Source: an optimization exercise on an open RTL-to-GDS flow (aim: small area, a short achievable clock period and few clock cycles). Production flows keep margins and buffers that such runs may drop.
Where RTL was checked, it was by simulation tests only, not by an equivalence proof against the original.
Power is estimated from default activity; no workload was simulated.

Design vm16_core, start of the top module:
module vm16_core (
    input  wire        clk,
    input  wire        rst,         
    output reg         mem_req,
    output reg         mem_we,
    output reg  [15:0] mem_addr,
    output wire [15:0] mem_wdata,
    input  wire [15:0] mem_rdata,
    input  wire        mem_ready,
    input  wire        in_valid,
    input  wire [7:0]  in_data,
    output reg         in_ready,
    output reg         out_valid,
    output reg  [7:0]  out_data,
    input  wire        out_ready,
    output wire        halted
);
    localparam [15:0] RESET_PC = 16'h3000;
    localparam [2:0] F_POS = 3'b001, F_ZRO = 3'b010, F_NEG = 3'b100;
    localparam [3:0] OP_BR   = 4'h0, OP_ADD = 4'h1, OP_LD  = 4'h2, OP_ST   = 4'h3,
                     OP_JSR  = 4'h4, OP_AND = 4'h5, OP_LDR = 4'h6, OP_STR  = 4'h7,
                     OP_RTI  = 4'h8, OP_NOT = 4'h9, OP_LDI = 4'hA, OP_STI  = 4'hB,
                     OP_JMP  = 4'hC, OP_RES = 4'hD, OP_LEA = 4'hE, OP_TRAP = 4'hF;
    localparam [3:0] S_FETCH   = 4'd0,   
                     S_RUN     = 4'd1,   
                     S_IND     = 4'd2,   
                     S_STR_RD  = 4'd3,   
                     S_STR_LO  = 4'd4,   
                     S_STR_HI  = 4'd5,   
                     S_IN_SP   = 4'd6,   
                     S_IN_WAIT = 4'd7,   
                     S_IN_ECHO = 4'd8,   
                     S_H_A     = 4'd9,   
                     S_H_L     = 4'd10,  
                     S_H_T     = 4'd11,  
                     S_H_NL    = 4'd12,  
                     S_HALTED  = 4'd13;
    reg [15:0] regs [0:7];
    reg [15:0] pc;        
    reg [2:0]  cond;
    reg [3:0]  state;
    reg [15:0] ir;        
    reg        putsp;
    reg [15:0] opa, opb;
    reg        d_ea;      
    reg        d_pcrel;   
    reg        d_br;      
    reg        d_opa;     
    reg        d_jsr;     
    wire [3:0]  opcode = ir[15:12];
    wire [2:0]  dr     = ir[11:9];
    wire [15:0] off6   = {{10{ir[5]}},  ir[5:0]};
    wire [15:0] off9   = {{7{ir[8]}},   ir[8:0]};
    wire [15:0] off11  = {{5{ir[10]}},  ir[10:0]};
    wire [7:0]  vector = ir[7:0];
  ...
Size: roughly 74 I/O pins.
clock: 8.0 ns
lec_check: 0
abc_clock_period_in_ps: 3500
cap_margin: 20
core_margin: 2
core_utilization: 40
setup_slack_margin: 4.0
slew_margin: 20
tns_end_percent: 0
run.sh (not shown) runs the stock make flow with config.mk's settings and CLKGATE_MAP_FILE= SYNTH_SCRIPT=/design/flow/synth_recipe.tcl, a recipe that flattens the netlist after the stock synthesis.
The first run went through all stages and came out clean.
Testbench counts at the start, summed over its fixed seeds: cycles 151,879.
Edit:
- ABC_CLOCK_PERIOD_IN_PS: 3500 -> 4000
- SETUP_SLACK_MARGIN: 4.0 -> 3.6
- TNS_END_PERCENT: 0 -> not set
Synthesized area is unchanged; utilization rose by 5.4 points; cell area goes up by roughly a tenth; routed wire length increases by a little under a tenth; sequential cell count stays the same; synthesized cell count does not change; register-to-register slack gets better by 0.34 ns; final cell count rises by a few percent.
Edit:
- TNS_END_PERCENT: not set -> 0
Die area stays the same.
Final cell count drops by a few percent.
Clock skew drops by 0.0058 ns.
Power drops by a little under a tenth.
Hold slack got worse by 0.010 ns.
Via count drops by a few percent.
Critical path depth climbs by 1.
Sequential power barely changes.
Routed wire length drops by a little under a tenth.
Cell area drops by roughly a tenth.
Clock-buffer cell count is unchanged.
Edit:
- SETUP_SLACK_MARGIN: 3.6 -> 3.3
- TNS_END_PERCENT: 0 -> 20
Outcome:
- clock-buffer cell count stays the same
- global-route usage is higher by 0.37 points
- worst hold slack hardly moves
- wire length rises by 1.2%
- die area is unchanged
- total power is higher by 1.1%
- area after synthesis is unchanged
- via count rises by 1.2%
- final cell count rises by 1.4%
- utilization climbs by 0.98 points

* * *

Another version of the RTL of vm16_core (not shown whole).
For scale: roughly 2300 cells after synthesis, about 210 flip-flops, roughly 74 I/O pins.
Settings: LEC_CHECK=0, ABC_AREA=1, CAP_MARGIN=20, CORE_MARGIN=2, CORE_UTILIZATION=40, CTS_CLUSTER_DIAMETER=100, CTS_CLUSTER_SIZE=18, SETUP_SLACK_MARGIN=4.0, SLEW_MARGIN=20, TNS_END_PERCENT=0; clock period 8.0 ns.
standard.sh (not shown) runs the stock make flow with config.mk's settings and CLKGATE_MAP_FILE= SYNTH_SCRIPT=/design/flow/synth_recipe.tcl, a recipe that flattens the netlist after the stock synthesis.
==> flow/flow/run.sh <==
#!/bin/bash
# The standard layout (the standard.sh, unchanged synthesis), with the
# input and output ports buffered by buf_2 cells rather than the placer's
# default pick.  Each tool's output goes to its own log in this folder.
export BUFFER_PORTS_ARGS="-buffer_cell sky130_fd_sc_hd__buf_2"
bash standard.sh > standard.log 2>&1
status=$?
tail -5 standard.log
exit $status
Testbench counts at the start, summed over its fixed seeds: cycles 151,879.
Rerun with:
- ABC_AREA: 1 -> unset
- CTS_CLUSTER_DIAMETER: 100 -> unset
- CTS_CLUSTER_SIZE: 18 -> unset
Setup slack got worse by 0.26 ns; non-clock buffer count came out higher by 15; final area came out higher by 2.0%; clock-buffer cell count came out higher by 12; maximum frequency came out lower by 6.1%; via count came out lower by 11%; clock power came out higher by 50%; sequential share of layout area came out lower by 0.67 points; die area came out lower by 0.80%.

* * *

Starting RTL as in the previous note.
export LEC_CHECK = 0
export ABC_AREA = 1
export CAP_MARGIN = 20
export CORE_MARGIN = 2
export CORE_UTILIZATION = 40
export SETUP_SLACK_MARGIN = 4.6
export SLEW_MARGIN = 20
export TNS_END_PERCENT = 0
create_clock -name core_clock -period 8.0 [get_ports {clk}]
Scripts as last shown in full above: flow/flow/run.sh
Testbench counts at the start, summed over its fixed seeds: cycles 151,879.
Rerun with:
Settings changed: CORE_UTILIZATION 40 to 55, SETUP_SLACK_MARGIN 4.6 to 4.0.
=> Synthesized area stays the same. Total power goes down by about 5%. Sequential power stays flat. Worst hold slack degrades by 0.0032 ns. Worst setup slack loses 0.090 ns. Flip-flop and latch count does not change. Sequential share of layout area rose by 1.3 points. Cell count came out lower by about 6%. Design area came out lower by 3.8%.
Rerun with:
Settings changed: CORE_UTILIZATION 55 to 40, CTS_CLUSTER_DIAMETER set to 110, CTS_CLUSTER_SIZE set to 22.
Fmax hardly moves.
Area after synthesis does not change.
Count of clock-buffer cells in the layout drops by 13.
Rerun with:
Settings changed: CTS_CLUSTER_DIAMETER 110 to unset, CTS_CLUSTER_SIZE 22 to unset, PLACE_DENSITY set to 0.75.
Hold slack degrades by 0.012 ns.
Wire length drops by 4.5%.
Final cell count grows by 0.66%.
Count of clock-buffer cells in the layout rose by 14.
Total power is higher by 8.7%.

* * *

## run 1
vm16_core again, from the RTL that the note above started with.
Settings: LEC_CHECK=0, ABC_AREA=1, CAP_MARGIN=20, CORE_MARGIN=2, CORE_UTILIZATION=40, CTS_CLUSTER_DIAMETER=100, CTS_CLUSTER_SIZE=18, SETUP_SLACK_MARGIN=4.4, SLEW_MARGIN=20, TNS_END_PERCENT=0; clock period 8.0 ns.
Scripts as last shown in full above: flow/flow/run.sh
Testbench counts of run 1, summed over its fixed seeds: cycles 151,879.
Setup changes, run 1 to run 2
- SETUP_SLACK_MARGIN: 4.4 -> 4.8
### Flow results
- On footprint of the flip-flops and latches, run 2 tracks run 1 almost exactly.
- Diff run 1 -> run 2: post-synthesis instance total ~0 delta, combinational power share was more or less identical, total stage count of the critical path was more or less identical, count of multi-input gates neither gained nor lost much.
- Hold buffer count at CTS: run 2 vs run 1 — no meaningful difference
- Taking run 1 as the reference, in run 2 share of the clock period used by the worst path shows no meaningful change; overall track demand over capacity in global routing saw little to no change; total overflow reported by the global router has remained practically unchanged.
- As far as setup slack goes, run 1 and run 2 are indistinguishable; the numbers are identical.
- Comparing run 1 against run 2, there is no change at all in total CTS buffers.
> inputs changed (run 2 -> run 3)
- SETUP_SLACK_MARGIN now 4.0, was 4.8
- CTS_CLUSTER_DIAMETER no longer set, was 100
- CTS_CLUSTER_SIZE no longer set, was 18
--- outcome ---
- Sort run 3 and run 2 by share of the clock period used by the worst path after layout, descending, and run 3 comes first.
- Sort run 3 and run 2 by shortest period the worst path allows, descending, and run 3 comes first.
- When run 3 is measured against run 2, its via count turns out 1.2% lower.
- In run 3, the total design power came out 3.8% above the value in run 2.

* * *

vm16_core, a different RTL version from the one above (not shown whole).
For scale: roughly 1600 cells after synthesis, about 74 I/O pins.
==> flow/config.mk <==
export PLATFORM = sky130hd
export DESIGN_NAME = vm16_core
export DESIGN_NICKNAME = vm16_core
export VERILOG_FILES = /design/flow/design.v
export SDC_FILE = /design/flow/constraint.sdc
export NUM_CORES = 4
export LEC_CHECK = 0
export CAP_MARGIN = 20
export CORE_MARGIN = 2
export CORE_UTILIZATION = 40
export SETUP_SLACK_MARGIN = 4.0
export SLEW_MARGIN = 20
export TNS_END_PERCENT = 0
==> flow/constraint.sdc <==
create_clock -name core_clock -period 8.0 [get_ports {clk}]
set_input_delay 1.6000 -clock core_clock [delete_from_list [all_inputs] [get_ports {clk}]]
set_output_delay 1.6000 -clock core_clock [all_outputs]
set_load 0.01 [all_outputs]
Scripts as last shown in full above: flow/flow/run.sh
Testbench counts at the start, summed over its fixed seeds: cycles 151,879.
Rerun with:
==> flow/run.sh (new file) <==
#!/bin/bash
# synth_recipe.tcl (not shown) runs the flow's synth.tcl, then flattens the netlist and writes it again
# the make line also repeats each setting of config.mk as NAME=value (left out here)
make -C /OpenROAD-flow-scripts/flow DESIGN_CONFIG=/design/flow/config.mk WORK_HOME=/design/flow/orfs CLKGATE_MAP_FILE= SYNTH_SCRIPT=/design/flow/synth_recipe.tcl finish
removed: flow/flow/run.sh
removed: flow/standard.sh
After rerunning: Clock skew goes up by 0.0034 ns. Count of clock-buffer cells in the layout goes down by 6. Cell area goes up by 3.6%. Utilization goes up by 1.6 points. Sequential share of layout area goes down by 1.3 points. Global-route usage goes up by 0.58 points. First-iteration DRC count goes down by about 20%. Combinational power goes up by about 6%. Wire length goes up by 1.6%. Final cell count goes up by about 1.7%. Critical path depth stays the same.

* * *

Another version of the RTL of vm16_core (not shown whole).
Size in the first run: about 220 flip-flops, ~74 I/O pins, roughly 0.016 mm^2 of cells after synthesis.
make LEC_CHECK=0 CAP_MARGIN=20 CORE_MARGIN=2 CORE_UTILIZATION=60 SETUP_SLACK_MARGIN=4.0 SLEW_MARGIN=20 TNS_END_PERCENT=0 finish   # period 8.0 ns
run.sh (not shown) runs the stock make flow with config.mk's settings and CLKGATE_MAP_FILE= SYNTH_SCRIPT=/design/flow/synth_recipe.tcl, a recipe that flattens the netlist after the stock synthesis.
Stock flow here: none of the scripts above is used.
Then changed:
CORE_UTILIZATION = 40   (was 60)
Result: Final area rose by a few percent. Final cell count rises by roughly a tenth. Total power goes up slightly. Global-route usage went down by 9.4 points. Area after synthesis does not change. Worst setup slack improves by 0.035 ns.
No run of this note included a check of the RTL's function; only the layout flow was run.

* * *

build 25:
vm16_core, a different RTL version from the one above (not shown whole).
Size: ~2,200 cells after synthesis, roughly 210 flip-flops.
Settings: LEC_CHECK=0, ABC_AREA=1, CAP_MARGIN=20, CORE_MARGIN=2, CORE_UTILIZATION=40, CTS_BUF_LIST=sky130_fd_sc_hd__clkbuf_4 sky130_fd_sc_hd__clkbuf_8, SETUP_SLACK_MARGIN=4.0, SLEW_MARGIN=20, TNS_END_PERCENT=0; clock period 8.0 ns.
standard.sh (not shown) runs the stock make flow with config.mk's settings and CLKGATE_MAP_FILE= SYNTH_SCRIPT=/design/flow/synth_recipe.tcl, a recipe that flattens the netlist after the stock synthesis.
==> flow/flow/run.sh <==
#!/bin/bash
# The standard layout (the standard.sh, unchanged synthesis), with the
# input and output ports buffered by buf_2 cells rather than the placer's
# default pick.  Each tool's output goes to its own log in this folder.
export BUFFER_PORTS_ARGS="-buffer_cell sky130_fd_sc_hd__buf_2"
bash standard.sh > standard.log 2>&1
status=$?
tail -5 standard.log
exit $status
The following lists how build 19 was set up differently from build 25:
-- flow/config.mk --
<<< build 25, line 10
export CORE_MARGIN = 2
export CORE_UTILIZATION = 40
export CTS_BUF_LIST = sky130_fd_sc_hd__clkbuf_4 sky130_fd_sc_hd__clkbuf_8
export SETUP_SLACK_MARGIN = 4.0
export SLEW_MARGIN = 20
>>> build 19, line 10
export CORE_MARGIN = 2
export CORE_UTILIZATION = 40
export CTS_CLUSTER_DIAMETER = 110
export CTS_CLUSTER_SIZE = 22
export SETUP_SLACK_MARGIN = 4.0
export SLEW_MARGIN = 20
### Flow results
From build 25 to build 19, accumulated negative setup slack did not move at all. The final reports for build 19 and build 25 show iteration count of the initial detailed-routing pass higher in the former. Hold slack in build 19 is 0.0073 ns below build 25. Build 19 vs. build 25: required time at the endpoint of the critical path -0.26 ns; number of clock buffer instances in the layout -31; area of the multi-input gates -about 1%; leakage power -0.26 nW; depth of the most critical reg-to-reg path +1.
What build 50 does differently from build 19 at the input level:
-- flow/config.mk --
<<< build 19, line 10
export CORE_MARGIN = 2
export CORE_UTILIZATION = 40
export CTS_CLUSTER_DIAMETER = 110
export CTS_CLUSTER_SIZE = 22
export SETUP_SLACK_MARGIN = 4.0
export SLEW_MARGIN = 20
>>> build 50, line 10
export CORE_MARGIN = 2
export CORE_UTILIZATION = 40
export SETUP_SLACK_MARGIN = 4.0
export SLEW_MARGIN = 20
Notes after the runs:
Build 19 → build 50: worst clock skew went down, number of clock buffers in the layout grew by about 50%, routed metal-1 wirelength increased about 2.2%, setup slack shows an increase of 0.011 ns.
Input changes introduced in build 92 (baseline for comparison: build 50):
-- flow/config.mk --
<<< build 50, line 10
export CORE_MARGIN = 2
export CORE_UTILIZATION = 40
export SETUP_SLACK_MARGIN = 4.0
export SLEW_MARGIN = 20
export TNS_END_PERCENT = 0
>>> build 92, line 10
export CORE_MARGIN = 2
export CORE_UTILIZATION = 40
export CTS_CLUSTER_DIAMETER = 100
export CTS_CLUSTER_SIZE = 18
export SETUP_SLACK_MARGIN = 4.4
export SLEW_MARGIN = 20
export TNS_END_PERCENT = 0
[summary]
Per the comparison of build 92 with build 50, final area went up, clock latency on the worst-skew pair went down, setup slack went up.
Delta (build 92 minus build 50): fraction of standard cell area in multi-input logic went up; count of nets after finishing did not really move; switching power did not really move; routed wire length went up.
[compare] base=build 50 new=build 92: pre-CTS worst setup slack rose 0.45 ns, proportion of power drawn by combinational gates has increased.
Function was not checked in any run of this note: the RTL went through the layout flow alone.

==> afterwards: timing with drivers on the ports <==
No port has a modelled driver above. Below, the same layouts with a new extraction and two added sets of constraints. Step 1 sets driving cells, clkbuf_16 on the clock port and buf_2 on the other inputs (assumed; they add their load-dependent delay and slew). Step 2 times the ports against the registers' clock, not the clock port: input delays grow and output delays shrink by t, the midpoint of the rising clock arrivals with the driver on. a / b / c = no drivers / after step 1 / after step 2; a / b = the first two.
run | t, ns | setup slack, ns | clock arrival spread, ns | worst data-port slew with drivers (ns)
the first run of note 1 | 0.617 | 2.852 / 2.800 / 2.452 | 0.015 / 0.016 | 0.07
the second run of note 1 | 0.615 | 3.026 / 2.972 / 3.214 | 0.027 / 0.027 | 0.08
the third run of note 1 | 0.611 | 2.973 / 2.920 / 2.436 | 0.021 / 0.021 | 0.08
the fourth run of note 1 | 0.613 | 2.968 / 2.915 / 2.475 | 0.023 / 0.023 | 0.08
the first run of note 2 | 0.570 | 4.031 / 4.000 / 3.487 | 0.056 / 0.056 | 0.07
the second run of note 2 | 0.629 | 3.775 / 3.718 / 3.210 | 0.035 / 0.035 | 0.06
the first run of note 3 | 0.611 | 4.074 / 4.021 / 3.578 | 0.013 / 0.013 | 0.06
the second run of note 3 | 0.597 | 3.984 / 3.980 / 3.414 | 0.028 / 0.027 | 0.06
the third run of note 3 | 0.562 | 3.973 / 3.919 / 3.431 | 0.043 / 0.043 | 0.06
the fourth run of note 3 | 0.617 | 3.980 / 3.924 / 3.401 | 0.018 / 0.017 | 0.04
run 1 | 0.565 | 4.092 / 4.044 / 3.570 | 0.042 / 0.042 | 0.06
run 2 | 0.565 | 4.092 / 4.044 / 3.570 | 0.042 / 0.042 | 0.06
run 3 | 0.604 | 3.991 / 3.943 / 3.460 | 0.044 / 0.044 | 0.07
the first run of note 5 | 0.621 | 3.624 / 3.574 / 3.178 | 0.011 / 0.011 | 0.04
the second run of note 5 | 0.627 | 3.604 / 3.550 / 3.015 | 0.015 / 0.015 | 0.05
the first run of note 6 | 0.602 | 3.454 / 3.405 / 2.931 | 0.020 / 0.020 | 0.04
the second run of note 6 | 0.616 | 3.489 / 3.438 / 2.966 | 0.008 / 0.008 | 0.05
build 25 | 0.657 | 3.935 / 3.938 / 3.307 | 0.046 / 0.046 | 0.05
build 19 | 0.576 | 3.880 / 3.853 / 3.337 | 0.030 / 0.031 | 0.05
build 50 | 0.612 | 3.891 / 3.871 / 3.312 | 0.020 / 0.020 | 0.06
build 92 | 0.583 | 4.091 / 4.086 / 3.548 | 0.033 / 0.033 | 0.06
After both steps setup and hold are still met in every run listed. For build 25, which loses most, drivers alone change the setup slack by +0.003 ns; drivers and shift together by -0.628 ns.
